This is an optimization exercise on Yosys and OpenROAD, whose aim is small area, a short achievable clock period and few clock cycles, not a production implementation.
Where RTL was checked, it was by simulation tests only, not by an equivalence proof against the original.
No functional check of the RTL was part of run 3.
No activity file was given, so power comes from the tool's default toggle rates.

<file path="design/flow/config.mk">
export PLATFORM = sky130hd
export DESIGN_NAME = hspap
export DESIGN_NICKNAME = hspap
export VERILOG_FILES = /design/flow/design.v
export SDC_FILE = /design/flow/constraint.sdc
export NUM_CORES = 4
export LEC_CHECK = 0
export CAP_MARGIN = 20
export CORE_MARGIN = 2
export CORE_UTILIZATION = 40
export PLACE_DENSITY = 0.6
export SLEW_MARGIN = 20
</file>
<file path="design/flow/constraint.sdc">
create_clock -name core_clock -period 13.0 [get_ports {clk}]
set_input_delay 2.6000 -clock core_clock [delete_from_list [all_inputs] [get_ports {clk}]]
set_output_delay 2.6000 -clock core_clock [all_outputs]
set_load 0.01 [all_outputs]
</file>
<file path="design/flow/design.v">
module hspap (
    input  wire        clk,
    input  wire        rst,           
    input  wire [31:0] cfg_ps,
    input  wire [31:0] cfg_ppc,
    input  wire [31:0] cfg_win,
    input  wire [31:0] cfg_wout,
    input  wire [31:0] cfg_rate,
    input  wire        cmd_valid,
    input  wire [31:0] cmd_code,
    output wire [7:0]  status,
    output wire [12:0] loop_width,
    output wire        rm_we,
    output wire        rm_bank,
    output wire [13:0] rm_addr,
    output wire [31:0] rm_wdata
);
    localparam ST_IDLE  = 2'd0;
    localparam ST_BUSY  = 2'd1;
    localparam ST_DONE  = 2'd2;
    localparam ST_ERROR = 2'd3;
    wire code_ok = (cmd_code[31:2] == 30'd0) && (cmd_code[1] ^ cmd_code[0]);
    wire ppc_hi0 = (cfg_ppc[31:4] == 28'd0);
    wire p1 = ppc_hi0 && (cfg_ppc[3:0] == 4'd1);
    wire p2 = ppc_hi0 && (cfg_ppc[3:0] == 4'd2);
    wire p4 = ppc_hi0 && (cfg_ppc[3:0] == 4'd4);
    wire p8 = ppc_hi0 && (cfg_ppc[3:0] == 4'd8);
    wire ppc_ok = p1 | p2 | p4 | p8;
    wire ps_ok = (cfg_ps[31:5] == 27'd0) && (cfg_ps[4:0] != 5'd0) &&
                 (!cfg_ps[4] || (cfg_ps[3:0] == 4'd0));
    wire w_ok = (cfg_win != 32'd0) && (cfg_wout != 32'd0);
    wire r_ok = (cfg_rate != 32'd0);
    wire q8 = cfg_ppc[3], q4 = cfg_ppc[2], q2 = cfg_ppc[1];
    wire [13:0] lim = q8 ? 14'd10240 : 14'd7680;
    wire big = (cfg_win[31:14] != 18'd0) || (cfg_wout[31:14] != 18'd0) ||
               (cfg_win[13:0] > lim) || (cfg_wout[13:0] > lim);
    reg [3:0] chk_code;
    always @(*) begin
        if (!code_ok)     chk_code = 4'd6;
        else if (!ppc_ok) chk_code = 4'd1;
        else if (!ps_ok)  chk_code = 4'd2;
        else if (!w_ok)   chk_code = 4'd3;
        else if (!r_ok)   chk_code = 4'd4;
        else if (big)     chk_code = 4'd5;
        else              chk_code = 4'd0;
    end
    wire        wgt  = (cfg_win[13:0] > cfg_wout[13:0]);
    wire [13:0] m14  = wgt ? cfg_win[13:0] : cfg_wout[13:0];
    wire [12:0] sw   = q8 ? {3'd0, cfg_win[13:3]} : q4 ? {2'd0, cfg_win[13:2]} : cfg_win[13:1];
    wire        rw   = q8 ? (cfg_win[2:0] != 3'd0) : q4 ? (cfg_win[1:0] != 2'd0) : cfg_win[0];
    wire [12:0] so   = q8 ? {3'd0, cfg_wout[13:3]} : q4 ? {2'd0, cfg_wout[13:2]} : cfg_wout[13:1];
    wire        ro   = q8 ? (cfg_wout[2:0] != 3'd0) : q4 ? (cfg_wout[1:0] != 2'd0) : cfg_wout[0];
    wire [12:0] cw   = sw + {12'd0, rw};
    wire [12:0] co   = so + {12'd0, ro};
    wire [12:0] cm   = wgt ? cw : co;
    wire [12:0] nc_in = q8 ? {cm[10:0], 2'd0} : q4 ? {cm[11:0], 1'b0} : cm;
    wire [12:0] lw_in = (q8 | q4 | q2) ? cm : m14[12:0];
    wire [1:0]  pk_in = {q8 | q4, q8 | q2};
    reg [1:0]  state;
    reg [3:0]  errcode;
    reg [12:0] lw;
    reg        bank;
    reg        we_r;       
    reg        sel_pa;     
    reg [12:0] dcnt;       
    reg [11:0] addr;
    reg [1:0]  pk;         
    reg [3:0]  sh;         
    reg [15:0] rl;         
    reg [13:0] rhc;        
    reg        rhf;        
    reg [15:0] frac;       
    reg [13:0] kc;
    reg        es, ep;
    reg [13:0] rem;        
    reg [2:0]  tap;
    reg [31:0] wr;
    reg [13:0] pa;
    wire busy = (state == ST_BUSY);
    wire        k0   = (kc == 14'd0);
    wire        k1   = (kc == 14'd1);
    wire        k2   = (kc == 14'd2);
    wire        zA   = es ? k1 : (k0 && !ep);
    wire        oneA = es ? k2 : ep ? k0 : k1;
    wire        emA  = zA && (rem != 14'd0);
    wire        tA   = !zA;
    wire [16:0] s1   = {1'b0, frac} + {1'b0, rl};
    wire [17:0] s2   = {2'b0, frac} + {1'b0, rl, 1'b0};
    wire        c1   = s1[16];
    wire        c2   = s2[17] | (s2[16] & ~c1);    
    wire [15:0] fA   = emA ? s1[15:0] : frac;
    wire        zE1  = c1 ? rhf : (rhc == 14'd0);   
    wire        zB   = tA ? oneA : emA ? zE1 : 1'b1;
    wire        remA1 = emA ? (rem[13:1] != 13'd0) : (rem != 14'd0);
    wire        emB  = zB && remA1;
    wire        tB   = !zB;
    wire [15:0] fB   = !emB ? fA : emA ? s2[15:0] : s1[15:0];
    wire        cI   = emA ? c2 : c1;
    reg  [13:0] kB;
    reg         esB, epB;
    always @(*) begin
        if (tA && tB) begin
            kB  = kc - (ep ? 14'd1 : 14'd2);
            esB = es;
            epB = 1'b0;
        end else if (emB) begin
            kB  = (cI & rhf) ? 14'd0 : rhc;
            esB = 1'b0;
            epB = cI & !rhf;
        end else if (emA && tB) begin
            kB  = rhc;
            esB = !c1;
            epB = 1'b0;
        end else begin
            kB  = 14'd0;
            esB = 1'b0;
            epB = 1'b0;
        end
    end
    wire [13:0] rem1 = rem - 14'd1;
    wire [13:0] rem2 = rem - 14'd2;
    wire [13:0] remB = (emA && emB) ? rem2 : (emA || emB) ? rem1 : rem;
    wire [2:0]  tapA = tap + {2'd0, tA};
    wire [2:0]  tapB = tapA + {2'd0, tB};
    wire [15:0] phA = frac >> sh;
    wire [15:0] phB = fA >> sh;
    reg [15:0] eA, eB;
    always @(*) begin
        case (pk)
            2'd0: begin
                eA = phA | {7'd0, emA, 8'd0};
                eB = phB | {7'd0, emB, 8'd0};
            end
            2'd1: begin
                eA = phA | {7'd0, emA, 1'b0, tapA[0], 6'd0};
                eB = phB | {7'd0, emB, 1'b0, tapB[0], 6'd0};
            end
            2'd2: begin
                eA = phA | {6'd0, emA, 1'b0, tapA[1:0], 6'd0};
                eB = phB | {6'd0, emB, 1'b0, tapB[1:0], 6'd0};
            end
            default: begin
                eA = phA | {5'd0, emA, 1'b0, tapA[2:0], 6'd0};
                eB = phB | {5'd0, emB, 1'b0, tapB[2:0], 6'd0};
            end
        endcase
    end
    wire        single = (pk == 2'd0) && (dcnt == 13'd1) && lw[0];
    wire [1:0]  j = (pk == 2'd2) ? {1'b0, dcnt[0]} : (2'd0 - dcnt[1:0]);
    wire [15:0] eBs = single ? 16'd0 : eB;
    reg [31:0] wr_n;
    reg [13:0] pa_n;
    reg        we_n, sel_n;
    always @(*) begin
        wr_n  = wr;
        pa_n  = pa;
        we_n  = 1'b1;
        sel_n = 1'b0;
        case (pk)
            2'd0: wr_n = {eBs, eA};
            2'd1: wr_n = {16'd0, eA} | {7'd0, eB, 9'd0};
            2'd2: begin
                if (j == 2'd0) begin
                    wr_n  = {16'd0, eA} | {6'd0, eB, 10'd0};
                    we_n  = we_r;
                    sel_n = 1'b1;
                end else begin
                    wr_n = wr | {eA[11:0], 20'd0} | {eB[1:0], 30'd0};
                    pa_n = {10'd0, eA[15:12]} | eB[15:2];
                end
            end
            default: begin
                case (j)
                    2'd0: begin
                        wr_n = {16'd0, eA} | {5'd0, eB, 11'd0};
                        we_n = 1'b0;
                    end
                    2'd1: begin
                        wr_n = wr | {eA[9:0], 22'd0};
                        pa_n = {2'd0, ({6'd0, eA[15:10]} | {eB[10:0], 1'b0})};
                    end
                    2'd2: begin
                        wr_n = {({4'd0, eA} | {eB[8:0], 11'd0}), pa[11:0]};
                        pa_n = {7'd0, eB[15:9]};
                    end
                    default: begin
                        wr_n = {8'd0, {17'd0, pa[6:0]} | {6'd0, eA, 2'd0} | {eB[10:0], 13'd0}};
                    end
                endcase
            end
        endcase
    end
    assign rm_we      = we_r;
    assign rm_bank    = bank;
    assign rm_addr    = {addr, 2'b00};
    assign rm_wdata   = sel_pa ? {18'd0, pa} : wr;
    assign status     = {errcode, 2'b00, state};
    assign loop_width = lw;
    always @(posedge clk) begin
        if (rst) begin
            state   <= ST_IDLE;
            errcode <= 4'd0;
            lw      <= 13'd0;
            we_r    <= 1'b0;
        end else if (!busy) begin
            if (cmd_valid) begin
                if (chk_code != 4'd0) begin
                    state   <= ST_ERROR;
                    errcode <= chk_code;
                end else begin
                    state   <= ST_BUSY;
                    errcode <= 4'd0;
                    lw      <= lw_in;
                end
            end
        end else if (dcnt != 13'd0) begin
            we_r   <= we_n;
        end else if (pk == 2'd2 && we_r && !sel_pa) begin
            we_r   <= 1'b1;      
        end else begin
            we_r   <= 1'b0;
            state  <= ST_DONE;
        end
    end
    always @(posedge clk) begin
        frac <= busy ? fB : 16'd0;
        kc   <= busy ? kB : 14'd0;
        es   <= busy && esB;
        ep   <= busy && epB;
        rem  <= busy ? remB : cfg_wout[13:0];
        tap  <= busy ? tapB : 3'd0;
    end
    always @(posedge clk) begin
        if (!busy) begin
            bank   <= (cmd_code[1:0] == 2'd2);
            pk     <= pk_in;
            sh     <= 4'd0 - cfg_ps[3:0];
            rl     <= cfg_rate[15:0];
            rhc    <= (cfg_rate[31:30] != 2'd0) ? 14'h3fff : cfg_rate[29:16];
            rhf    <= (cfg_rate[31:16] == 16'hffff);
            dcnt   <= nc_in;
            addr   <= 12'd0;
            sel_pa <= 1'b0;
        end else begin
            addr <= addr + {11'd0, we_r};
            if (dcnt != 13'd0) begin
                dcnt   <= dcnt - 13'd1;
                wr     <= wr_n;
                pa     <= pa_n;
                sel_pa <= sel_n;
            end else begin
                sel_pa <= 1'b1;
            end
        end
    end
endmodule
</file>
<file path="design/flow/flow/run.sh">
#!/bin/bash
# Standard ORFS layout, with timing repair aimed below the clock period so
# that the achieved period (clock period less setup slack) is short, and
# small port buffers.
set -euo pipefail
export SETUP_SLACK_MARGIN=9
export BUFFER_PORTS_ARGS="-buffer_cell sky130_fd_sc_hd__buf_1"
bash standard.sh > standard_flow.log 2>&1
</file>
<file path="design/flow/standard.sh">
#!/bin/bash
# synth_recipe.tcl (not shown) runs the flow's synth.tcl, then flattens the netlist and writes it again
# the make line also repeats each setting of config.mk as NAME=value (left out here)
make -C /OpenROAD-flow-scripts/flow DESIGN_CONFIG=/design/flow/config.mk WORK_HOME=/design/flow/orfs CLKGATE_MAP_FILE= SYNTH_SCRIPT=/design/flow/synth_recipe.tcl "${@:-finish}"
</file>
==> results of run 1 <==
final cells by class:
type,count,area [um^2],area share [%]
clock inverter,12,125,0.599
sequential,178,4680,22.4
timing repair buffer,422,2930,14.1
inverter,55,244,1.17
antenna,2,5.00,0.0240
tap,511,639,3.06
multi-input combinational,1539,11800,56.6
clock buffer,20,437,2.09
layer usage:
layer,wire (um),track usage (%),vias up
met4,3050,14.1,0
met3,5040,4.87,222
met1,24100,36.5,8037
li1,-,-,7726
met5,0,0,-
met2,28800,47.3,999
timing repair:
action	CTS	global route
cloned	14	0
pin swaps	74	90
buffers inserted	70	61
hold buffers	0	0
gates resized for setup	305	162
endpoints found under the setup margin	133	116
report_power, final:
part           internal, mW  switching [mW]  total (mW)
sequential            0.727           0.112       0.839
combinational          1.16            1.49        2.66
clock                 0.268           0.241       0.510
total                  2.16            1.84        4.00
worst min path at each step:
stage / cells past startpoint / startpoint / endpoint / slack (ns)
floorplan: 1 / rhf$_DFFE_PN_ / ep$_DFF_P_ / 0.43
global placement: 2 / lw[3]$_SDFFE_PP0P_ / lw[3]$_SDFFE_PP0P_ / 0.46
detailed placement: 1 / rhf$_DFFE_PN_ / ep$_DFF_P_ / 0.46
CTS: 1 / rhc[10]$_SDFFCE_PP1N_ / kc[10]$_SDFF_PN0_ / 0.47
global route: 1 / rhc[10]$_SDFFCE_PP1N_ / kc[10]$_SDFF_PN0_ / 0.49
finish: 1 / rhc[10]$_SDFFCE_PP1N_ / kc[10]$_SDFF_PN0_ / 0.48
worst max-delay path, cell delays in order:
cell      delay (ns)
buf_12          0.11
buf_12          0.13
mux2i_4         0.19
o32ai_4         0.27
nand2b_4        0.08
or4b_4          0.57
nor4b_4         0.25
nand2_1         0.09
mux4_2          0.48
nand2_2         0.09
mux2i_1         0.07
a21oi_1         0.13
a21oi_1         0.05
stage by stage:
| step | util, % | cells | hold slack (ns) |
|---|---|---|---|
| floorplan | - | 1875 | 0.431 |
| global placement | 45.1 | 2559 | 0.460 |
| detailed placement | 45.1 | 2559 | 0.460 |
| CTS | 51.9 | 2675 | 0.474 |
| global route | 55.2 | 2739 | 0.495 |
| finish | 55.2 | 2739 | 0.476 |
logic make-up (layout without fill, tap and decap cells):
family	after synthesis	count (layout)
compound gates	528	532
fa+ha+maj	74	74
xor+xnor	83	83
buf+inv	163	509
other cells	1	7
simple gates	714	714
flops	178	178
mux	130	131
cells in the final DEF, fill, tap and decap left out, drive strengths merged, types with 11 or more instances in the layout:
master,count
o31ai,13
mux4,13
nor2b,38
nor3,59
o211ai,16
nand2,189
a211oi,35
a21oi,135
nand3,42
clkbuf,28
ha,71
o21ai,136
inv,56
xnor2,57
or3,32
nor2,194
buf,410
mux2,38
dfxtp,67
o22ai,20
o2bb2ai,15
a31oi,19
xor2,26
nand2b,14
and3,13
edfxtp,111
a21o,25
nand4,19
nor4,55
a211o,11
mux2i,80
and2,23
registers in the layout (all words and copies together) (netlist names):
register / cells
addr: 12
bank: 1
dcnt: 13
ep: 1
errcode: 3
es: 1
frac: 16
kc: 14
lw: 13
pa: 14
pk: 2
rem: 14
rhc: 14
rhf: 1
rl: 16
sel_pa: 1
sh: 4
state: 2
tap: 3
we_r: 1
wr: 32
==> results.py, run 1 <==
metrics = {
    "floorplanning": {
        "die_width_um": 200,
        "dieArea_mm2": 0.0402,
        "coreArea_mm2": 0.0378,
        "start_util_pct": 40.8,
        "io_pins": 264,
        "rows": 71,
        "die_h_um": 200,
    },
    "finish": {
        "fin_nets": 2482,
        "n_fill_cell": 3449,
        "drive_gt1_share_pct": 24.5,
        "syn2layout_area_growth_pct": 35.3,
        "fin_area_mm2": 0.0209,
    },
    "worst_setup_path": {
        "cp.arrival_ns": 5.13,
        "required_ns": 13.20,
        "worst_setup_path_end_kind": "flip-flop",
        "startpoint_type": "input port",
        "reg2reg_depth": 18,
        "r2r_setup_slack_ns": 8.70,
        "cp-endpoint": "dcnt[12]$_DFFE_PP_",
        "crit_type": "input port to flip-flop",
        "cp_max_fo": 6,
        "r2r-end": "wr[19]$_DFFE_PP_",
        "cp-startpoint": "cfg_ppc[2]",
        "r2r_start": "rl[0]$_DFFE_PN_",
    },
    "power_and_ir_drop": {
        "powerDensity_mw_per_mm2": 192,
        "finalPower_mw": 4.00,
        "leakagePower_nw": 7.80,
        "ir_drop_mv": 0.153,
    },
    "synth": {
        "synth_compound_area_share_pct": 22.2,
        "ys_ff_latch": 178,
        "synth-simple-area-share_pct": 22.5,
        "synth_area_leaders": "edfxtp_1, dfxtp_1, ha_1",
        "muxShareOfSynthArea_pct": 9.87,
        "async_flop_share_pct": 0,
        "ys_types": 92,
        "synth_top_family_by_area": "simple AND/OR/NAND/NOR gates",
        "synth_xor_area_share_pct": 4.71,
        "synth_top_cell_area_share_pct": 21.6,
        "yosysMostFrequentCell": "nor2_1",
        "yosys_most_used_dff": "edfxtp_1",
        "synthAdderAreaFrac_pct": 6.15,
        "syn_area_mm2": 0.0154,
        "syn_area_per_cell_um2": 8.25,
        "synthTopCellsByCount": "nor2_1, nand2_1, a21oi_1, o21ai_0, edfxtp_1",
        "ys_warn_count": 1,
        "ys_seq_area_share_pct": 30.3,
        "synthCells": 1871,
        "synth_edf_count": 111,
        "yosysTopAreaCell": "edfxtp_1",
    },
    "hold_path": {
        "hold_path.class": "flip-flop to flip-flop",
    },
    "place": {
        "dpl_cell_area_mm2": 0.0171,
        "hpwl_um": 41600,
        "port_buffers": 258,
        "place_congestion": 0.967,
        "pre_cts_ws_ns": 6.98,
    },
    "drt": {
        "vias_per_cell": 6.20,
        "ant_nets": 0,
        "drcViolationCount": 0,
        "drtPass1Iterations": 6,
        "post_drt_wl_per_cell_um": 22.3,
        "vias": 17000,
        "drt_iter0_drc": 1765,
        "totalWireLength_um": 61000,
    },
    "clock_network": {
        "cts_root_buffer": "clkbuf_16",
        "path_clk_slew_ns": 0.08,
        "insertion_delay_ns": 0.46,
        "h-tree-depth": 4,
        "numCtsBuffers": 17,
        "clkSinkCount": 178,
        "cts_tree": "yes",
        "clock_tree.buffer_depth": 2,
    },
    "run": {
        "cap_violations": 0,
    },
    "timing": {
        "finalSetupViolations": 0,
        "finalCriticalPeriod_ns": 4.92,
        "rsz0062_at_grt": "true",
        "hold_viol_final": 0,
        "max-slew-margin-rel_pct": 19.3,
        "drv_slew": 0,
        "setup_tns_ns": 0,
        "period_share_pct": 37.9,
        "max_freq_mhz": 203,
        "worst_slew_pin_slew_ns": 1.20,
        "fin_skew_ns": 0.0158,
        "fin_ws_ns": 8.08,
    },
    "grt": {
        "first_global_vias": 15900,
        "grt_pass1_wl_um": 90800,
        "grt_overflow_total": 0,
        "grt_max_degree": 94,
        "antenna_found_initial": 2,
        "grt_use_total_pct": 28.7,
    },
    "status": {
        "outcome": "timing/DRC/antenna clean",
    },
}
Testbench counts, summed over its fixed seeds: cycles 16,847.
==> run 2, diff against run 1 <==
==> design/flow/flow/run.sh (replaced) <==
#!/bin/bash
# Standard ORFS layout, with timing repair aimed below the clock period so
# that the achieved period (clock period less setup slack) is short, small
# port buffers, and adders left to ABC's logic optimisation instead of
# being mapped to ripple-carry full-adder cells.
set -euo pipefail
export SETUP_SLACK_MARGIN=9
export BUFFER_PORTS_ARGS="-buffer_cell sky130_fd_sc_hd__buf_1"
export ADDER_MAP_FILE=
bash standard.sh > standard_flow.log 2>&1
==> results.py, run 2 <==
metrics = {
    "power_and_ir_drop": {
        "finalPower_mw": 3.57,
        "ir_drop_mv": 0.102,
        "powerDensity_mw_per_mm2": 169,
        "leakagePower_nw": 7.70,
    },
    "worst_setup_path": {
        "cp.arrival_ns": 5.20,
        "r2r-end": "wr[31]$_DFFE_PP_",
        "crit_type": "input port to flip-flop",
        "startpoint_type": "input port",
        "slowest_stage": "maj3_4",
        "path_depth": 14,
        "r2r_start": "rl[6]$_DFFE_PN_",
        "cp-startpoint": "cfg_wout[0]",
        "path_cells": "buf_12 > nor2b_4 > o2bb2ai_4 > a21oi_2 > a211o_1 > a21o_4 > nor4b_4 > o31ai_4 > maj3_4 > buf_6 > buf_12 > mux2i_4 > nor2b_1 > o31a_1",
        "reg2reg_depth": 12,
        "crit_buf_inv": 3,
        "slowest_delay_ns": 0.42,
        "crit_family": "compound AO/OA/AOI/OAI gates",
        "crit_path_frequent_cell": "buf_12",
        "r2r_setup_slack_ns": 9.06,
        "required_ns": 13.23,
        "cp_max_fo": 5,
        "cp-endpoint": "dcnt[3]$_DFFE_PP_",
        "worst_setup_path_end_kind": "flip-flop",
    },
    "synth": {
        "yosysMostFrequentCell": "nor2_1",
        "synthCells": 2080,
        "ys_warn_count": 1,
        "yosys_most_used_dff": "edfxtp_1",
        "syn_area_mm2": 0.0163,
        "yosysTopAreaCell": "edfxtp_1",
        "synthTopCellsByCount": "nor2_1, nand2_1, o21ai_0, a21oi_1, edfxtp_1",
        "ys_ff_latch": 178,
        "async_flop_share_pct": 0,
        "ys_types": 103,
        "synth_top_cell_area_share_pct": 20.5,
        "ys_seq_area_share_pct": 28.7,
        "synth_edf_count": 111,
        "syn_area_per_cell_um2": 7.82,
        "synth_area_leaders": "edfxtp_1, dfxtp_1, mux2i_1",
    },
    "drt": {
        "post_drt_wl_per_cell_um": 23.1,
        "vias": 18400,
        "drtPass1Iterations": 6,
        "vias_per_cell": 6.29,
        "drt_iter0_drc": 2282,
        "totalWireLength_um": 67500,
        "drcViolationCount": 0,
        "ant_nets": 0,
    },
    "clock_network": {
        "cts_tree": "yes",
        "hold_buffers": 0,
        "clkSinkCount": 178,
        "insertion_delay_ns": 0.47,
        "h-tree-depth": 4,
        "cts_root_buffer": "clkbuf_16",
        "clock_tree.buffer_depth": 2,
        "numCtsBuffers": 17,
        "path_clk_slew_ns": 0.08,
    },
    "finish": {
        "final_cell_mix": "nor2_1, buf_1, nand2_1",
        "instances_no_fill": 2919,
        "reg.largest.list": "wr x32, frac x16, rl x16",
        "syn2layout_area_growth_pct": 29.7,
        "fin_nets": 2574,
        "drive_gt1_share_pct": 21.3,
        "top_register": "wr",
        "largest_reg_flops": 32,
        "fin_area_mm2": 0.0211,
    },
    "grt": {
        "grt_max_degree": 69,
        "grt_overflow_total": 0,
        "first_global_vias": 17100,
        "antenna_found_initial": 5,
        "grt_use_total_pct": 30.5,
        "grt_pass1_wl_um": 99400,
    },
    "timing": {
        "finalSetupViolations": 0,
        "finalCriticalPeriod_ns": 4.97,
        "setup_tns_ns": 0,
        "rsz0062_at_grt": "true",
        "max_freq_mhz": 201,
        "max-slew-margin-rel_pct": 18.0,
        "fin_hold_ws_ns": 0.466,
        "fin_skew_ns": 0.0114,
        "drv_slew": 0,
        "hold_viol_final": 0,
        "worst_slew_pin_slew_ns": 1.22,
        "period_share_pct": 38.3,
    },
    "place": {
        "dpl_cell_area_mm2": 0.0176,
        "port_buffers": 258,
        "hpwl_um": 46500,
        "place_congestion": 0.990,
        "dp_cells": 2736,
    },
    "floorplanning": {
        "die_h_um": 206,
        "dieArea_mm2": 0.0423,
        "start_util_pct": 40.7,
        "coreArea_mm2": 0.0399,
        "rows": 73,
        "die_width_um": 206,
        "io_pins": 264,
    },
    "hold_path": {
        "holdCritStartpoint": "errcode[0]$_SDFFE_PP0P_",
        "hold_path.class": "flip-flop to flip-flop",
    },
    "status": {
        "outcome": "timing/DRC/antenna clean",
    },
    "run": {
        "cap_violations": 0,
    },
}
[run 2: worst min path at each step]
stage          slack, ns  depth (start not counted)                       to
3_5_place_dp        0.45                          2  errcode[0]$_SDFFE_PP0P_
5_1_grt             0.50                          2  errcode[0]$_SDFFE_PP0P_
6_report            0.47                          2  errcode[0]$_SDFFE_PP0P_
4_1_cts             0.46                          2  errcode[0]$_SDFFE_PP0P_
3_3_place_gp        0.45                          2  errcode[0]$_SDFFE_PP0P_
2_1_floorplan       0.44                          1               ep$_DFF_P_
[run 2: worst reg2reg max path: stages (launching register included)]
cell	delay, ns
edfxtp_1	0.44
buf_4	0.20
nor2_1	0.10
a21oi_1	0.34
nand3_1	0.18
and2_1	0.25
o31ai_2	0.58
a31oi_1	0.21
nor3b_1	0.29
xnor2_1	0.19
o22a_1	0.41
a21oi_1	0.13
o32a_1	0.37
[run 2: cell type report]
cell class | count | area [um^2]
clock buffer | 17 | 425
sequential | 178 | 4700
fill | 3737 | 18800
tap | 525 | 657
inverter | 66 | 277
multi-input combinational | 1686 | 11900
timing repair buffer | 430 | 2970
antenna | 2 | 5.00
clock inverter | 15 | 184
[run 2: layer usage]
metal  GRT usage (%)  share of wire, %  vias up
met5               0             0.047        -
met3            5.31               8.8      223
met1            38.0                39     8698
li1                -                 -     8370
met2            50.3                46     1076
met4            15.9               5.8        4
[run 2: cell families (layout without fill, tap and decap cells)]
logic type      after synthesis  in the layout  synth area share [%]
compound gates              611            612                  25.1
xor+xnor                    126            126                  6.83
fa+ha+maj                     7             10                 0.431
buf+inv                     225            528                  5.62
flops                       178            178                  28.7
mux                         131            131                  8.49
other cells                   1              7                0.0231
simple gates                801            802                  24.7
[run 2: through the flow]
stage | utilization [%] | worst slack (ns)
3_3_place_gp | 44.1 | 6.95
6_report | 52.8 | 8.03
4_1_cts | 49.0 | 8.00
5_1_grt | 52.8 | 7.98
2_1_floorplan | - | 7.79
3_5_place_dp | 44.1 | 6.86
[run 2: what timing repair did]
| action | in CTS | in global routing |
|---|---|---|
| setup buffers | 53 | 77 |
| cloned | 11 | 8 |
| resized for setup | 201 | 191 |
| endpoints found under the setup margin | 143 | 128 |
| pin swaps | 34 | 51 |
[run 2: report_power, final]
| group | switching (mW) | internal, mW |
|---|---|---|
| sequential | 0.150 | 0.725 |
| clock | 0.258 | 0.277 |
| combinational | 1.31 | 0.855 |
==> run 3, diff against run 2 <==
--- a/design/flow/design.v
+++ b/design/flow/design.v
@@ -63,3 +63,2 @@
     reg        we_r;       
-    reg        sel_pa;     
     reg [12:0] dcnt;       
@@ -77,3 +76,4 @@
     reg [31:0] wr;
-    reg [13:0] pa;
+    reg [25:0] pa;
+    reg        d2;         
     wire busy = (state == ST_BUSY);
@@ -151,4 +151,4 @@
     reg [31:0] wr_n;
-    reg [13:0] pa_n;
-    reg        we_n, sel_n;
+    reg [25:0] pa_n;
+    reg        we_n;
     always @(*) begin
@@ -157,3 +157,2 @@
         we_n  = 1'b1;
-        sel_n = 1'b0;
         case (pk)
@@ -163,8 +162,8 @@
                 if (j == 2'd0) begin
-                    wr_n  = {16'd0, eA} | {6'd0, eB, 10'd0};
-                    we_n  = we_r;
-                    sel_n = 1'b1;
+                    wr_n = {18'd0, pa[13:0]};
+                    we_n = we_r;
+                    pa_n = {10'd0, eA} | {eB, 10'd0};
                 end else begin
-                    wr_n = wr | {eA[11:0], 20'd0} | {eB[1:0], 30'd0};
-                    pa_n = {10'd0, eA[15:12]} | eB[15:2];
+                    wr_n = {6'd0, pa} | {eA[11:0], 20'd0} | {eB[1:0], 30'd0};
+                    pa_n = {12'd0, ({10'd0, eA[15:12]} | eB[15:2])};
                 end
@@ -179,3 +178,3 @@
                         wr_n = wr | {eA[9:0], 22'd0};
-                        pa_n = {2'd0, ({6'd0, eA[15:10]} | {eB[10:0], 1'b0})};
+                        pa_n = {14'd0, ({6'd0, eA[15:10]} | {eB[10:0], 1'b0})};
                     end
@@ -183,3 +182,3 @@
                         wr_n = {({4'd0, eA} | {eB[8:0], 11'd0}), pa[11:0]};
-                        pa_n = {7'd0, eB[15:9]};
+                        pa_n = {19'd0, eB[15:9]};
                     end
@@ -195,3 +194,3 @@
     assign rm_addr    = {addr, 2'b00};
-    assign rm_wdata   = sel_pa ? {18'd0, pa} : wr;
+    assign rm_wdata   = wr;
     assign status     = {errcode, 2'b00, state};
@@ -217,3 +216,3 @@
             we_r   <= we_n;
-        end else if (pk == 2'd2 && we_r && !sel_pa) begin
+        end else if (pk == 2'd2 && !d2) begin
             we_r   <= 1'b1;      
@@ -242,3 +241,3 @@
             addr   <= 12'd0;
-            sel_pa <= 1'b0;
+            d2     <= 1'b0;
         end else begin
@@ -249,5 +248,5 @@
                 pa     <= pa_n;
-                sel_pa <= sel_n;
             end else begin
-                sel_pa <= 1'b1;
+                wr     <= {18'd0, pa[13:0]};
+                d2     <= 1'b1;
             end
==> design/flow/flow/run.sh (replaced) <==
#!/bin/bash
# Standard ORFS layout, with timing repair aimed below the clock period so
# that the achieved period (clock period less setup slack) is short, and
# small port buffers.
set -euo pipefail
export SETUP_SLACK_MARGIN=9
export BUFFER_PORTS_ARGS="-buffer_cell sky130_fd_sc_hd__buf_1"
bash standard.sh > standard_flow.log 2>&1
==> results.py, run 3 <==
metrics = {
    "status": {
        "outcome": "timing/DRC/antenna clean",
    },
    "worst_setup_path": {
        "startpoint_type": "input port",
        "worst_setup_path_end_kind": "flip-flop",
        "r2r_start": "rl[0]$_DFFE_PN_",
        "crit_type": "input port to flip-flop",
        "cp.arrival_ns": 4.96,
        "required_ns": 13.20,
        "cp_max_fo": 6,
        "cp-startpoint": "cfg_ppc[2]",
        "r2r_setup_slack_ns": 8.62,
    },
    "grt": {
        "first_global_vias": 17000,
        "grt_use_total_pct": 29.9,
        "grt_pass1_wl_um": 96400,
        "antenna_found_initial": 1,
        "grt_overflow_total": 0,
        "grt_max_degree": 86,
    },
    "finish": {
        "multiInputGateArea_mm2": 0.0121,
        "layout_commonest_cell": "buf_1",
        "n_fill_cell": 3516,
        "largest_reg_flops": 32,
        "final_cell_mix": "buf_1, nand2_1, nor2_1",
        "utilization_pct": 54.9,
        "top_register": "wr",
        "reg.largest.list": "wr x32, pa x26",
        "drive_gt1_share_pct": 23.7,
        "antenna_cells": 0,
        "register_area_mm2": 0.00504,
        "syn2layout_area_growth_pct": 36.0,
        "fin_nets": 2535,
    },
    "synth": {
        "syn_area_per_cell_um2": 8.36,
        "yosysMostFrequentCell": "nand2_1",
        "synth_area_leaders": "edfxtp_1, dfxtp_1, mux2i_1",
        "synthTopCellsByCount": "nand2_1, nor2_1, edfxtp_1, a21oi_1, o21ai_0",
        "async_flop_share_pct": 0,
        "yosys_most_used_dff": "edfxtp_1",
        "synthCells": 1917,
        "ys_warn_count": 1,
        "ys_types": 96,
        "synth_edf_count": 123,
        "ys_seq_area_share_pct": 31.4,
        "ys_ff_latch": 190,
        "yosysTopAreaCell": "edfxtp_1",
        "synth_top_cell_area_share_pct": 23.1,
        "syn_area_mm2": 0.0160,
    },
    "floorplanning": {
        "die_width_um": 204,
        "dieArea_mm2": 0.0417,
        "io_pins": 264,
        "coreArea_mm2": 0.0396,
        "start_util_pct": 40.4,
        "rows": 73,
        "die_h_um": 204,
    },
    "timing": {
        "worst_slew_pin_slew_ns": 1.21,
        "hold_viol_final": 0,
        "finalSetupViolations": 0,
        "finalCriticalPeriod_ns": 4.76,
        "max_freq_mhz": 210,
        "rsz0062_at_grt": "true",
        "period_share_pct": 36.6,
        "max-slew-margin-rel_pct": 19.1,
        "fin_skew_ns": 0.0163,
        "drv_slew": 0,
        "setup_tns_ns": 0,
    },
    "power_and_ir_drop": {
        "pwr-share-comb_pct": 68.6,
        "seq_power_share_pct": 19.9,
        "p_sw_share_pct": 46.7,
        "p_sw_mw": 2.09,
        "p_int_mw": 2.38,
        "leakagePower_nw": 7.79,
        "power_frac_clock_pct": 11.5,
        "ir_drop_mv": 0.163,
        "powerDensity_mw_per_mm2": 205,
    },
    "clock_network": {
        "clkSinkCount": 190,
        "insertion_delay_ns": 0.48,
        "h-tree-depth": 4,
        "clock_tree.buffer_depth": 2,
        "cts_tree": "yes",
        "cts_root_buffer": "clkbuf_16",
        "numCtsBuffers": 17,
        "path_clk_slew_ns": 0.08,
    },
    "hold_path": {
        "hold_path.class": "flip-flop to flip-flop",
        "holdCritStartpoint": "rhc[4]$_SDFFCE_PP1N_",
    },
    "drt": {
        "drtPass1Iterations": 6,
        "drt_iter0_drc": 1785,
        "drcViolationCount": 0,
        "vias": 17800,
        "vias_per_cell": 6.35,
        "totalWireLength_um": 65300,
        "post_drt_wl_per_cell_um": 23.3,
        "ant_nets": 0,
    },
    "run": {
        "cap_violations": 0,
    },
    "place": {
        "place_congestion": 0.959,
        "port_buffers": 258,
        "hpwl_um": 43600,
    },
}
==> run 3: kinds of logic (layout without fill, tap and decap cells) <==
group | count (synthesis) | after routing | share of synthesized area, %
buffers and inverters | 180 | 538 | 4.50
AOI/OAI and AO/OA | 545 | 545 | 23.2
adders and majority gates | 74 | 74 | 5.92
DFF | 190 | 190 | 31.4
and+or+nand+nor | 725 | 725 | 22.3
other | 1 | 5 | 0.0234
muxes | 118 | 118 | 8.08
xor gates and xnor gates | 84 | 84 | 4.59
==> run 3: critical path, stage by stage <==
cell	delay (ns)
buf_12	0.11
bufbuf_16	0.27
mux2i_1	0.13
o21ai_0	0.43
nand4b_1	0.29
nor3_2	0.33
xnor2_1	0.15
mux2_4	0.31
a21oi_1	0.15
a22o_1	0.14
o21ai_1	0.05
==> run 3: what timing repair did <==
item	in CTS	in global routing
pin swaps	95	103
cloned	8	3
gates resized for setup	329	186
setup endpoints to repair	138	111
hold buffers	0	0
setup buffers	75	68
==> run 3: through the flow <==
step / power (mW) / instance area, um^2 / worst slack (ns) / hold WS [ns] / cells
global route: 4.68 / 21800 / 8.17 / 0.508 / 2804
CTS: 3.95 / 20300 / 8.26 / 0.481 / 2732
floorplan: 2.30 / 16200 / 7.43 / 0.442 / 1921
detailed placement: 2.90 / 17500 / 6.81 / 0.470 / 2617
global placement: 2.88 / 17500 / 6.92 / 0.459 / 2617
finish: 4.47 / 21800 / 8.24 / 0.485 / 2804
==> run 3: final timing paths <==
kind | to | depth (start not counted)
min | kc[4]$_SDFF_PN0_ | 1
max | dcnt[9]$_DFFE_PP_ | 11
max reg2reg | pa[3]$_DFFE_PP_ | 18
min reg2reg | kc[4]$_SDFF_PN0_ | 1
==> run 3: final cells by class <==
class / count / share of cell area, %
multi-input cells: 1551 / 55.6
flip-flops and latches: 190 / 23.1
well taps: 525 / 3.02
inverters: 61 / 1.24
clock buffers: 21 / 2.07
clock inverters: 11 / 0.431
repair buffers: 445 / 14.5
==> run 3: routing by layer <==
layer,wire length [um],up-vias,track usage [%]
li1,-,8006,-
met1,25000,8471,36.9
met2,31300,1090,50.1
met3,5580,236,5.07
met4,3440,0,15.8
met5,0,-,0
==> run 3: power by group through the flow <==
| stage | logic [mW] | registers, mW | clock network, mW |
|---|---|---|---|
| finish | 3.07 | 0.889 | 0.514 |
| global route | 3.24 | 0.898 | 0.541 |
| CTS | 2.54 | 0.880 | 0.523 |
| detailed placement | 2.01 | 0.890 | 0 |
| global placement | 1.99 | 0.888 | 0 |
| floorplan | 1.44 | 0.859 | 0 |
==> run 4, diff against run 3 <==
--- a/design/flow/design.v
+++ b/design/flow/design.v
@@ -33,5 +33,5 @@
     wire q8 = cfg_ppc[3], q4 = cfg_ppc[2], q2 = cfg_ppc[1];
-    wire [13:0] lim = q8 ? 14'd10240 : 14'd7680;
     wire big = (cfg_win[31:14] != 18'd0) || (cfg_wout[31:14] != 18'd0) ||
-               (cfg_win[13:0] > lim) || (cfg_wout[13:0] > lim);
+               (q8 ? ((cfg_win[13:0] > 14'd10240) || (cfg_wout[13:0] > 14'd10240))
+                   : ((cfg_win[13:0] > 14'd7680)  || (cfg_wout[13:0] > 14'd7680)));
     reg [3:0] chk_code;
@@ -55,3 +55,2 @@
     wire [12:0] cm   = wgt ? cw : co;
-    wire [12:0] nc_in = q8 ? {cm[10:0], 2'd0} : q4 ? {cm[11:0], 1'b0} : cm;
     wire [12:0] lw_in = (q8 | q4 | q2) ? cm : m14[12:0];
@@ -63,3 +62,5 @@
     reg        we_r;       
-    reg [12:0] dcnt;       
+    reg        sel_pa;     
+    reg [12:0] cnt;        
+    reg        cact;       
     reg [11:0] addr;
@@ -76,4 +77,3 @@
     reg [31:0] wr;
-    reg [25:0] pa;
-    reg        d2;         
+    reg [13:0] pa;
     wire busy = (state == ST_BUSY);
@@ -147,8 +147,19 @@
     end
-    wire        single = (pk == 2'd0) && (dcnt == 13'd1) && lw[0];
-    wire [1:0]  j = (pk == 2'd2) ? {1'b0, dcnt[0]} : (2'd0 - dcnt[1:0]);
+    wire [12:0] lwm1 = lw - 13'd1;
+    reg  [12:0] cend;
+    always @(*) begin
+        case (pk)
+            2'd0:    cend = {1'b0, lwm1[12:1]};
+            2'd1:    cend = lwm1;
+            2'd2:    cend = {lwm1[11:0], 1'b1};
+            default: cend = {lwm1[10:0], 2'b11};
+        endcase
+    end
+    wire        last   = (cnt == cend);
+    wire        single = (pk == 2'd0) && last && lw[0];
+    wire [1:0]  j = (pk == 2'd2) ? {1'b0, cnt[0]} : cnt[1:0];
     wire [15:0] eBs = single ? 16'd0 : eB;
     reg [31:0] wr_n;
-    reg [25:0] pa_n;
-    reg        we_n;
+    reg [13:0] pa_n;
+    reg        we_n, sel_n;
     always @(*) begin
@@ -157,2 +168,3 @@
         we_n  = 1'b1;
+        sel_n = 1'b0;
         case (pk)
@@ -162,8 +174,8 @@
                 if (j == 2'd0) begin
-                    wr_n = {18'd0, pa[13:0]};
-                    we_n = we_r;
-                    pa_n = {10'd0, eA} | {eB, 10'd0};
+                    wr_n  = {16'd0, eA} | {6'd0, eB, 10'd0};
+                    we_n  = we_r;
+                    sel_n = 1'b1;
                 end else begin
-                    wr_n = {6'd0, pa} | {eA[11:0], 20'd0} | {eB[1:0], 30'd0};
-                    pa_n = {12'd0, ({10'd0, eA[15:12]} | eB[15:2])};
+                    wr_n = wr | {eA[11:0], 20'd0} | {eB[1:0], 30'd0};
+                    pa_n = {10'd0, eA[15:12]} | eB[15:2];
                 end
@@ -178,3 +190,3 @@
                         wr_n = wr | {eA[9:0], 22'd0};
-                        pa_n = {14'd0, ({6'd0, eA[15:10]} | {eB[10:0], 1'b0})};
+                        pa_n = {2'd0, ({6'd0, eA[15:10]} | {eB[10:0], 1'b0})};
                     end
@@ -182,3 +194,3 @@
                         wr_n = {({4'd0, eA} | {eB[8:0], 11'd0}), pa[11:0]};
-                        pa_n = {19'd0, eB[15:9]};
+                        pa_n = {7'd0, eB[15:9]};
                     end
@@ -194,3 +206,3 @@
     assign rm_addr    = {addr, 2'b00};
-    assign rm_wdata   = wr;
+    assign rm_wdata   = sel_pa ? {18'd0, pa} : wr;
     assign status     = {errcode, 2'b00, state};
@@ -214,5 +226,5 @@
             end
-        end else if (dcnt != 13'd0) begin
+        end else if (cact) begin
             we_r   <= we_n;
-        end else if (pk == 2'd2 && !d2) begin
+        end else if (pk == 2'd2 && we_r && !sel_pa) begin
             we_r   <= 1'b1;      
@@ -239,14 +251,16 @@
             rhf    <= (cfg_rate[31:16] == 16'hffff);
-            dcnt   <= nc_in;
+            cnt    <= 13'd0;
+            cact   <= 1'b1;
             addr   <= 12'd0;
-            d2     <= 1'b0;
+            sel_pa <= 1'b0;
         end else begin
             addr <= addr + {11'd0, we_r};
-            if (dcnt != 13'd0) begin
-                dcnt   <= dcnt - 13'd1;
+            if (cact) begin
+                cnt    <= cnt + 13'd1;
+                cact   <= !last;
                 wr     <= wr_n;
                 pa     <= pa_n;
+                sel_pa <= sel_n;
             end else begin
-                wr     <= {18'd0, pa[13:0]};
-                d2     <= 1'b1;
+                sel_pa <= 1'b1;
             end
--- a/design/flow/config.mk
+++ b/design/flow/config.mk
@@ -10,2 +10,3 @@
 export CORE_UTILIZATION = 40
+export CTS_BUF_LIST = sky130_fd_sc_hd__clkbuf_4 sky130_fd_sc_hd__clkbuf_8
 export PLACE_DENSITY = 0.6
==> results.py, run 4 <==
metrics = {
    "timing": {
        "fin_skew_ns": 0.0197,
        "max_freq_mhz": 239,
        "max-slew-margin-rel_pct": 21.4,
        "finalSetupViolations": 0,
        "setup_tns_ns": 0,
        "period_share_pct": 32.2,
        "drv_slew": 0,
        "hold_viol_final": 0,
        "rsz0062_at_grt": "true",
        "finalCriticalPeriod_ns": 4.19,
        "worst_slew_pin_slew_ns": 1.17,
    },
    "drt": {
        "drcViolationCount": 0,
        "vias_per_cell": 6.24,
        "drtPass1Iterations": 8,
        "drt_iter0_drc": 1737,
        "vias": 17400,
        "ant_nets": 0,
        "totalWireLength_um": 63100,
        "post_drt_wl_per_cell_um": 22.6,
    },
    "floorplanning": {
        "rows": 73,
        "die_width_um": 204,
        "start_util_pct": 40.4,
        "dieArea_mm2": 0.0416,
        "coreArea_mm2": 0.0395,
        "io_pins": 264,
        "die_h_um": 204,
    },
    "finish": {
        "top_register": "wr",
        "fin_nets": 2510,
        "largest_reg_flops": 32,
        "drive_gt1_share_pct": 19.8,
        "reg.largest.list": "wr x32, frac x16, rl x16",
        "syn2layout_area_growth_pct": 26.7,
        "layout_commonest_cell": "buf_1",
        "n_fill_cell": 3715,
        "final_cell_mix": "buf_1, nand2_1, nor2_1",
        "instances_no_fill": 2791,
    },
    "grt": {
        "met3_usage_pct": 4.62,
        "grt_use_total_pct": 29.7,
        "first_global_vias": 16600,
        "grt_overflow_total": 0,
        "met2_usage_pct": 49.5,
        "grt_max_degree": 61,
        "antenna_found_initial": 4,
        "grtUsageMet1_pct": 36.8,
        "top_usage_layer": "met2",
        "grt_pass1_wl_um": 95200,
    },
    "worst_setup_path": {
        "cp.arrival_ns": 1.59,
        "slowest_stage": "dfxtp_4",
        "required_ns": 10.40,
        "path_cells": "buf_12 > mux2_4 > buf_6",
        "cp-startpoint": "sel_pa$_SDFF_PN0_",
        "worst_setup_path_end_kind": "output pin",
        "crit_buf_inv": 2,
        "startpoint_type": "flip-flop",
        "crit_type": "flip-flop to output pin",
        "cp_max_fo": 8,
        "slowest_delay_ns": 0.44,
        "r2r_start": "rl[0]$_DFFE_PN_",
        "crit_family": "flip-flops",
    },
    "synth": {
        "ys_seq_area_share_pct": 28.6,
        "synthCells": 2005,
        "synth_area_leaders": "edfxtp_1, dfxtp_1, ha_1",
        "ys_warn_count": 1,
        "yosysTopAreaCell": "edfxtp_1",
        "synth_edf_count": 98,
        "synth_top_cell_area_share_pct": 18.4,
        "syn_area_mm2": 0.0160,
        "ys_ff_latch": 179,
        "yosysMostFrequentCell": "nand2_1",
        "yosys_most_used_dff": "edfxtp_1",
        "synthTopCellsByCount": "nand2_1, nor2_1, o21ai_0, a21oi_1, clkbuf_1",
        "async_flop_share_pct": 0,
        "ys_types": 98,
        "syn_area_per_cell_um2": 7.97,
    },
    "place": {
        "port_buffers": 258,
        "place_congestion": 0.960,
        "hpwl_um": 44900,
        "dp_cells": 2679,
    },
    "clock_network": {
        "clock_tree.buffer_depth": 2,
        "numCtsBuffers": 17,
        "clkSinkCount": 179,
        "cts_tree": "yes",
        "insertion_delay_ns": 0.54,
        "h-tree-depth": 4,
        "path_clk_slew_ns": 0.10,
        "cts_root_buffer": "clkbuf_8",
        "hold_buffers": 0,
    },
    "power_and_ir_drop": {
        "powerDensity_mw_per_mm2": 179,
        "leakagePower_nw": 7.35,
        "ir_drop_mv": 0.126,
    },
    "run": {
        "cap_violations": 0,
    },
    "hold_path": {
        "hold_path.class": "flip-flop to flip-flop",
        "holdCritStartpoint": "rhc[0]$_SDFFCE_PP1N_",
    },
    "status": {
        "outcome": "timing/DRC/antenna clean",
    },
}
-- run 4: changes by cell type after synthesis, sizes merged, moves of 13 or more --
cell    change
a21o       +13
o21ai      +25
edfxtp     -25
mux2i      -40
a211oi     +19
clkbuf     +22
nor2b      +16
dfxtp      +14
-- run 4: worst paths after layout --
check	slack [ns]	cells past startpoint	to
worst min register to register	0.49	1	kc[0]$_SDFF_PN0_
worst min-delay path	0.49	1	kc[0]$_SDFF_PN0_
worst max register to register	9.01	14	wr[31]$_DFFE_PP_
worst max-delay path	8.81	3	rm_wdata[5]
-- run 4: worst register-to-register path, stage by stage (launching register included) --
cell      delay, ns
edfxtp_1       0.44
ha_2           0.22
inv_2          0.04
fa_2           0.35
nand2b_4       0.17
a21oi_4        0.26
nor4_1         0.11
a211o_2        0.36
buf_4          0.17
a211oi_2       0.23
a32oi_2        0.15
o2111a_1       0.37
a21o_2         0.27
o311a_1        0.35
a221o_1        0.26
-- run 4: area by class of cell --
type	count	area (um^2)	share of cell area (%)
sequential	179	4590	22.7
clock buffer	19	262	1.29
timing repair inverter	1	16.3	0.0803
clock inverter	13	216	1.07
timing repair buffer	356	2320	11.4
inverter	66	274	1.35
tap	525	657	3.24
antenna	4	10.0	0.0494
multi-input combinational	1628	11900	58.8
-- run 4: cell families after synthesis --
| logic type | after synthesis | share of synthesized area, % |
|---|---|---|
| AO/OA/AOI/OAI | 598 | 25.3 |
| XOR/XNOR | 96 | 5.26 |
| adder cells (fa/ha/maj) | 66 | 5.31 |
| buffers and inverters | 203 | 5.15 |
| flip-flops | 179 | 28.6 |
| multiplexers | 86 | 6.25 |
| other | 1 | 0.0235 |
| AND/OR/NAND/NOR | 776 | 24.2 |
-- run 4: per-stage QoR --
step                      total power [mW]  utilization (%)  hold WS (ns)  setup WS, ns  cell area (um^2)
final                                 3.62             51.2         0.493          8.81             20300
after global routing                  3.82             51.2         0.520          8.73             20300
after CTS                             3.32             49.0         0.503          8.80             19400
after detailed placement              2.63             43.8         0.480          7.33             17300
after global placement                2.62             43.8         0.470          7.44             17300
after floorplan                       2.10                -         0.446          8.39             16200
-- run 4: routing by layer --
layer	wire length [um]	vias to the layer above
li1	-	8064
met1	25000	8272
met2	30300	905
met3	4630	178
met4	3280	0
met5	0	-
-- run 4: where the power goes --
part | leakage (nW) | internal, mW | switching, mW
combinational | 5.50 | 0.943 | 1.39
clock | 0.244 | 0.243 | 0.230
sequential | 1.61 | 0.711 | 0.106
-- run 4: timing repair --
item | CTS | global route
pin swaps | 55 | 36
cloned | 5 | 1
buffers inserted | 50 | 20
setup endpoints to repair | 123 | 109
gates resized for setup | 287 | 146
Testbench counts of run 4, summed over its fixed seeds: cycles 16,847.
==> run 5, diff against run 4 <==
--- a/design/flow/config.mk
+++ b/design/flow/config.mk
@@ -10,3 +10,2 @@
 export CORE_UTILIZATION = 40
-export CTS_BUF_LIST = sky130_fd_sc_hd__clkbuf_4 sky130_fd_sc_hd__clkbuf_8
 export PLACE_DENSITY = 0.6
==> results.py, run 5 <==
metrics = {
    "worst_setup_path": {
        "r2r_setup_slack_ns": 8.98,
        "path_cells": "clkbuf_4 > ha_1 > a21o_1 > a21oi_2 > nand4b_1 > nand3_4 > buf_12 > mux4_2 > mux2i_1 > nor2_1",
        "worst_setup_path_end_kind": "flip-flop",
        "cp_max_fo": 9,
        "startpoint_type": "input port",
        "slowest_stage": "mux4_2",
        "cp-startpoint": "cfg_win[12]",
        "path_depth": 10,
        "reg2reg_depth": 17,
        "required_ns": 13.34,
        "cp.arrival_ns": 4.57,
        "slowest_delay_ns": 0.47,
        "r2r_start": "rl[0]$_DFFE_PN_",
        "r2r-end": "wr[18]$_DFFE_PP_",
        "crit_family": "multiplexers",
        "crit_type": "input port to flip-flop",
        "crit_buf_inv": 2,
    },
    "synth": {
        "synthTopCellsByCount": "nand2_1, nor2_1, o21ai_0, a21oi_1, clkbuf_1",
        "async_flop_share_pct": 0,
        "ys_seq_area_share_pct": 28.6,
        "synth_edf_count": 98,
        "yosysMostFrequentCell": "nand2_1",
        "ys_ff_latch": 179,
        "ys_types": 98,
        "yosysTopAreaCell": "edfxtp_1",
        "syn_area_mm2": 0.0160,
        "syn_area_per_cell_um2": 7.97,
        "synth_area_leaders": "edfxtp_1, dfxtp_1, ha_1",
        "synthCells": 2005,
        "yosys_most_used_dff": "edfxtp_1",
        "ys_warn_count": 1,
        "synth_top_cell_area_share_pct": 18.4,
    },
    "floorplanning": {
        "die_width_um": 204,
        "start_util_pct": 40.4,
        "io_pins": 264,
        "coreArea_mm2": 0.0395,
        "dieArea_mm2": 0.0416,
        "die_h_um": 204,
        "rows": 73,
    },
    "timing": {
        "worst_slew_pin_slew_ns": 1.22,
        "period_share_pct": 32.6,
        "fin_hold_ws_ns": 0.486,
        "max-slew-margin-rel_pct": 18.1,
        "drv_slew": 0,
        "max_freq_mhz": 236,
        "fin_skew_ns": 0.0112,
        "finalCriticalPeriod_ns": 4.23,
        "setup_tns_ns": 0,
        "hold_viol_final": 0,
        "finalSetupViolations": 0,
        "rsz0062_at_grt": "true",
    },
    "hold_path": {
        "hold_depth": 1,
        "holdCritStartpoint": "rhc[0]$_SDFFCE_PP1N_",
        "hold_path.class": "flip-flop to flip-flop",
        "hold_path_end": "kc[0]$_SDFF_PN0_",
    },
    "drt": {
        "routed.top_layer": "met4",
        "post_drt_wl_per_cell_um": 22.7,
        "drt_iter0_drc": 1604,
        "vias": 17600,
        "totalWireLength_um": 63700,
        "drtPass1Iterations": 7,
        "vias_per_cell": 6.26,
        "wl_met1_um": 25000,
        "drcViolationCount": 0,
        "routed-wl-met2_um": 30400,
        "wl_met3_um": 4910,
        "ant_nets": 0,
    },
    "power_and_ir_drop": {
        "powerDensity_mw_per_mm2": 183,
        "finalPower_mw": 3.78,
        "ir_drop_mv": 0.119,
        "leakagePower_nw": 7.54,
    },
    "place": {
        "place_congestion": 0.960,
        "port_buffers": 258,
        "dp_cells": 2679,
        "hpwl_um": 44900,
    },
    "finish": {
        "final_cell_mix": "buf_1, nand2_1, nor2_1",
        "syn2layout_area_growth_pct": 29.2,
        "top_register": "wr",
        "largest_reg_flops": 32,
        "fin_nets": 2528,
        "drive_gt1_share_pct": 20.7,
        "instances_no_fill": 2811,
        "reg.largest.list": "wr x32, frac x16, rl x16",
        "layout_commonest_cell": "buf_1",
    },
    "clock_network": {
        "path_clk_slew_ns": 0.07,
        "numCtsBuffers": 17,
        "clock_tree.buffer_depth": 2,
        "hold_buffers": 0,
        "h-tree-depth": 4,
        "clkSinkCount": 179,
        "cts_root_buffer": "clkbuf_16",
        "insertion_delay_ns": 0.47,
        "cts_tree": "yes",
    },
    "grt": {
        "grt_use_total_pct": 29.9,
        "grt_max_degree": 61,
        "first_global_vias": 16700,
        "antenna_found_initial": 6,
        "grt_overflow_total": 0,
        "grt_pass1_wl_um": 95800,
    },
    "run": {
        "cap_violations": 0,
    },
    "status": {
        "outcome": "timing/DRC/antenna clean",
    },
}
-- run 5: cell counts after synthesis --
Identical to the previous run, type by type.
-- run 5: kinds of logic (layout without fill, tap and decap cells) --
logic type                 Yosys count  after routing  share of synthesized area, %
and+or+nand+nor                    776            778                          24.2
buffers and inverters              203            472                          5.15
AOI/OAI and AO/OA                  598            598                          25.3
muxes                               86             86                          6.25
DFF                                179            179                          28.6
adders and majority gates           66             66                          5.31
other                                1             11                        0.0235
xor gates and xnor gates            96             96                          5.26
-- run 5: how the worst max path moves through the flow --
| stage | end |
|---|---|
| floorplan | lw[5]$_SDFFE_PP0P_ |
| global placement | lw[6]$_SDFFE_PP0P_ |
| detailed placement | lw[3]$_SDFFE_PP0P_ |
| CTS | lw[0]$_SDFFE_PP0P_ |
| global route | lw[11]$_SDFFE_PP0P_ |
| finish | lw[0]$_SDFFE_PP0P_ |
-- run 5: repair_timing --
item | 4_1_cts | 5_1_grt
endpoints found under the setup margin | 122 | 103
gates resized for setup | 259 | 207
cloned | 5 | 2
pin swaps | 45 | 57
setup buffers | 51 | 36
-- run 5: through the flow --
step / cell area, um^2 / util (%) / setup slack, ns
floorplan: 16200 / - / 8.39
global placement: 17300 / 43.8 / 7.44
detailed placement: 17300 / 43.8 / 7.33
CTS: 19400 / 49.2 / 8.77
global route: 20600 / 52.2 / 8.70
finish: 20600 / 52.2 / 8.77
-- run 5: where the power goes --
part	internal (mW)	switching, mW	total (mW)	leakage [nW]
combinational	0.970	1.42	2.39	5.61
clock	0.332	0.247	0.580	0.326
sequential	0.711	0.107	0.819	1.61
total	2.01	1.77	3.78	7.54
-- run 5: layer usage --
metal | vias to the layer above | track usage [%]
li1 | 8107 | -
met1 | 8355 | 36.8
met2 | 919 | 49.7
met3 | 202 | 5.12
met4 | 0 | 16.0
met5 | - | 0
-- run 5: layout make-up --
class | instances | area [um^2]
timing repair buffer | 372 | 2400
inverter | 66 | 284
clock buffer | 22 | 528
clock inverter | 10 | 126
multi-input combinational | 1629 | 12000
antenna | 6 | 15.0
fill | 3685 | 18900
timing repair inverter | 2 | 22.5
tap | 525 | 657
sequential | 179 | 4590
==> run 6, diff against run 5 <==
--- a/design/flow/design.v
+++ b/design/flow/design.v
@@ -47,3 +47,2 @@
     wire        wgt  = (cfg_win[13:0] > cfg_wout[13:0]);
-    wire [13:0] m14  = wgt ? cfg_win[13:0] : cfg_wout[13:0];
     wire [12:0] sw   = q8 ? {3'd0, cfg_win[13:3]} : q4 ? {2'd0, cfg_win[13:2]} : cfg_win[13:1];
@@ -54,4 +53,6 @@
     wire [12:0] co   = so + {12'd0, ro};
-    wire [12:0] cm   = wgt ? cw : co;
-    wire [12:0] lw_in = (q8 | q4 | q2) ? cm : m14[12:0];
+    wire        q1   = !(q8 | q4 | q2);
+    wire [12:0] lww  = q1 ? cfg_win[12:0]  : cw;
+    wire [12:0] lwo  = q1 ? cfg_wout[12:0] : co;
+    wire [12:0] lw_in = wgt ? lww : lwo;
     wire [1:0]  pk_in = {q8 | q4, q8 | q2};
@@ -122,4 +123,6 @@
     wire [13:0] remB = (emA && emB) ? rem2 : (emA || emB) ? rem1 : rem;
-    wire [2:0]  tapA = tap + {2'd0, tA};
-    wire [2:0]  tapB = tapA + {2'd0, tB};
+    wire [2:0]  tap1 = tap + 3'd1;
+    wire [2:0]  tap2 = tap + 3'd2;
+    wire [2:0]  tapA = tA ? tap1 : tap;
+    wire [2:0]  tapB = (tA && tB) ? tap2 : (tA || tB) ? tap1 : tap;
     wire [15:0] phA = frac >> sh;
==> results.py, run 6 <==
metrics = {
    "floorplanning": {
        "rows": 73,
        "io_pins": 264,
        "die_width_um": 204,
        "start_util_pct": 40.4,
        "dieArea_mm2": 0.0416,
        "die_h_um": 204,
        "coreArea_mm2": 0.0395,
    },
    "worst_setup_path": {
        "cp_max_fo": 7,
        "cp-startpoint": "cfg_wout[13]",
        "reg2reg_depth": 15,
        "cp.arrival_ns": 4.64,
        "startpoint_type": "input port",
        "crit_type": "input port to flip-flop",
        "worst_setup_path_end_kind": "flip-flop",
        "r2r-end": "wr[18]$_DFFE_PP_",
        "r2r_start": "rl[0]$_DFFE_PN_",
        "required_ns": 13.36,
        "r2r_setup_slack_ns": 9.00,
        "cp-endpoint": "lw[12]$_SDFFE_PP0P_",
    },
    "synth": {
        "yosys_most_used_dff": "edfxtp_1",
        "ys_ff_latch": 179,
        "synth_top_cell_area_share_pct": 18.4,
        "yosysTopAreaCell": "edfxtp_1",
        "yosysMostFrequentCell": "nand2_1",
        "syn_area_per_cell_um2": 7.92,
        "synthCells": 2019,
        "synth_area_leaders": "edfxtp_1, dfxtp_1, nand2_1",
        "syn_area_mm2": 0.0160,
        "async_flop_share_pct": 0,
        "synth_edf_count": 98,
        "ys_warn_count": 1,
        "ys_seq_area_share_pct": 28.5,
        "synthTopCellsByCount": "nand2_1, nor2_1, o21ai_0, a21oi_1, clkbuf_1",
        "ys_types": 95,
    },
    "timing": {
        "fin_hold_ws_ns": 0.476,
        "drv_slew": 0,
        "max_freq_mhz": 234,
        "rsz0062_at_grt": "true",
        "max-slew-margin-rel_pct": 27.2,
        "setup_tns_ns": 0,
        "period_share_pct": 32.9,
        "fin_skew_ns": 0.0162,
        "finalSetupViolations": 0,
        "finalCriticalPeriod_ns": 4.28,
        "hold_viol_final": 0,
        "worst_slew_pin_slew_ns": 1.09,
    },
    "finish": {
        "drive_gt1_share_pct": 18.8,
        "instances_no_fill": 2823,
        "reg.largest.list": "wr x32, frac x16, rl x16",
        "syn2layout_area_growth_pct": 26.9,
        "layout_commonest_cell": "nand2_1",
        "final_cell_mix": "nand2_1, buf_1, nor2_1",
        "fin_nets": 2542,
        "largest_reg_flops": 32,
        "fin_area_mm2": 0.0203,
        "top_register": "wr",
        "n_fill_cell": 3802,
    },
    "drt": {
        "drcViolationCount": 0,
        "drt_iter0_drc": 1555,
        "vias_per_cell": 6.22,
        "totalWireLength_um": 63100,
        "drtPass1Iterations": 6,
        "post_drt_wl_per_cell_um": 22.4,
        "ant_nets": 0,
        "vias": 17600,
    },
    "grt": {
        "grt_pass1_wl_um": 95200,
        "grt_max_degree": 64,
        "antenna_found_initial": 1,
        "grt_overflow_total": 0,
        "first_global_vias": 16600,
        "grt_use_total_pct": 29.5,
    },
    "run": {
        "cap_violations": 0,
    },
    "place": {
        "dpl_cell_area_mm2": 0.0174,
        "port_buffers": 258,
        "hpwl_um": 43900,
        "place_congestion": 0.990,
        "dp_cells": 2697,
    },
    "status": {
        "outcome": "timing/DRC/antenna clean",
    },
    "clock_network": {
        "numCtsBuffers": 17,
        "hold_buffers": 0,
        "insertion_delay_ns": 0.48,
        "clock_tree.buffer_depth": 2,
        "h-tree-depth": 4,
        "clkSinkCount": 179,
        "cts_root_buffer": "clkbuf_16",
        "path_clk_slew_ns": 0.07,
        "cts_tree": "yes",
    },
    "power_and_ir_drop": {
        "leakagePower_nw": 7.57,
        "powerDensity_mw_per_mm2": 175,
        "finalPower_mw": 3.54,
        "ir_drop_mv": 0.103,
    },
    "hold_path": {
        "hold_path.class": "flip-flop to flip-flop",
    },
}
## run 6: cell count changes after synthesis, moves of 7 or more
cell / before / now
or2_2: 12 / 5
nor4_1: 56 / 65
o21a_1: 5 / 17
nand4_1: 32 / 25
o2bb2ai_1: 13 / 2
nand2_1: 195 / 216
o211ai_1: 31 / 21
or3_1: 42 / 32
a21oi_1: 124 / 136
mux2i_1: 58 / 73
a221oi_1: 4 / 11
## run 6: final cells by class
class,count,area [um^2],area share (%)
repair buffers,373,2430,12.0
well taps,525,657,3.24
clock buffers,18,429,2.12
diodes,1,2.50,0.0123
clock inverters,14,138,0.679
inverters,58,239,1.18
multi-input cells,1654,11800,58.2
flip-flops and latches,179,4580,22.6
repair inverters,1,7.51,0.0370
## run 6: layer usage
layer  routed length (um)  share of wire (%)  vias up  track usage (%)
met5                    0                  0        -                0
met4                 3580                5.7        0             16.1
met3                 4870                7.7      194             4.54
met2                29600                 47      943             49.4
met1                25000                 40     8299             36.4
li1                     -                  -     8131                -
## run 6: critical path: stages
cell and delay [ns]:
buf_2 0.21, inv_1 0.07, ha_1 0.33, a2111oi_2 0.36
o21ai_1 0.16, o21ai_4 0.19, buf_12 0.15, mux2_2 0.34
a21oi_1 0.17, nor3_1 0.06
## run 6: how the worst min path moves through the flow
stage                          startpoint           endpoint  depth (start not counted)
floorplan            rhc[0]$_SDFFCE_PP1N_   kc[0]$_SDFF_PN0_                          2
global placement     rhc[9]$_SDFFCE_PP1N_   kc[9]$_SDFF_PN0_                          2
detailed placement   rhc[6]$_SDFFCE_PP1N_   kc[6]$_SDFF_PN0_                          2
CTS                  rhc[9]$_SDFFCE_PP1N_   kc[9]$_SDFF_PN0_                          2
global route        rhc[10]$_SDFFCE_PP1N_  kc[10]$_SDFF_PN0_                          2
finish               rhc[9]$_SDFFCE_PP1N_   kc[9]$_SDFF_PN0_                          2
## run 6: cell families after synthesis
group                    Yosys count  synth area share (%)
AND/OR/NAND/NOR                  786                  24.5
flip-flops                       179                  28.5
adder cells (fa/ha/maj)           63                  5.07
buffers and inverters            196                  4.95
multiplexers                     100                  6.92
XOR/XNOR                          97                  5.31
other                              1                0.0235
AO/OA/AOI/OAI                    597                  24.6
## run 6: timing repair
action                                  in CTS  in global routing
endpoints found under the setup margin     119                 98
pin swaps                                   59                 60
setup buffers                               56                 23
gates resized for setup                    239                134
gates cloned                                12                  2
## run 6: per-stage QoR
step           util (%)  worst slack, ns
6_report           51.3             8.72
5_1_grt            51.3             8.60
4_1_cts            49.5             8.73
3_5_place_dp       44.0             7.29
3_3_place_gp       44.0             7.32
2_1_floorplan         -             8.33
## run 6: power by group
part	switching [mW]	internal (mW)
clock network	0.260	0.254
logic	1.37	0.853
registers	0.0988	0.703
total	1.73	1.81
Testbench counts of run 6, summed over its fixed seeds: cycles 16,847.

## separate check: timing with driven ports
No port has a modelled driver above. Below, the same layouts with a new extraction and two added sets of constraints. Step 1: set_driving_cell puts a clkbuf_16 on clk and a buf_2 on each other input, an assumption about the parent block. Step 2 moves the port delays by t, midway between the first and last clock arrival at a register: inputs arrive t later, outputs are due t later. That takes back most of the time a late clock gives input paths. Slacks: ideal / step 1 / step 2; pairs: ideal / step 1.
run | t (ns) | setup WS [ns] | worst slew at a driven data input, ns
run 1 | 0.504 | 8.076 / 8.080 / 7.576 | 0.09
run 2 | 0.511 | 8.027 / 8.018 / 7.507 | 0.10
run 3 | 0.520 | 8.242 / 8.239 / 7.719 | 0.11
run 4 | 0.582 | 8.812 / 8.761 / 8.262 | 0.14
run 5 | 0.518 | 8.767 / 8.764 / 8.246 | 0.13
run 6 | 0.527 | 8.719 / 8.721 / 8.194 | 0.13
After both steps setup and hold are still met in every run listed. The setup slack of run 4, which loses most, moves by -0.051 ns with the drivers and by -0.550 ns with both steps.
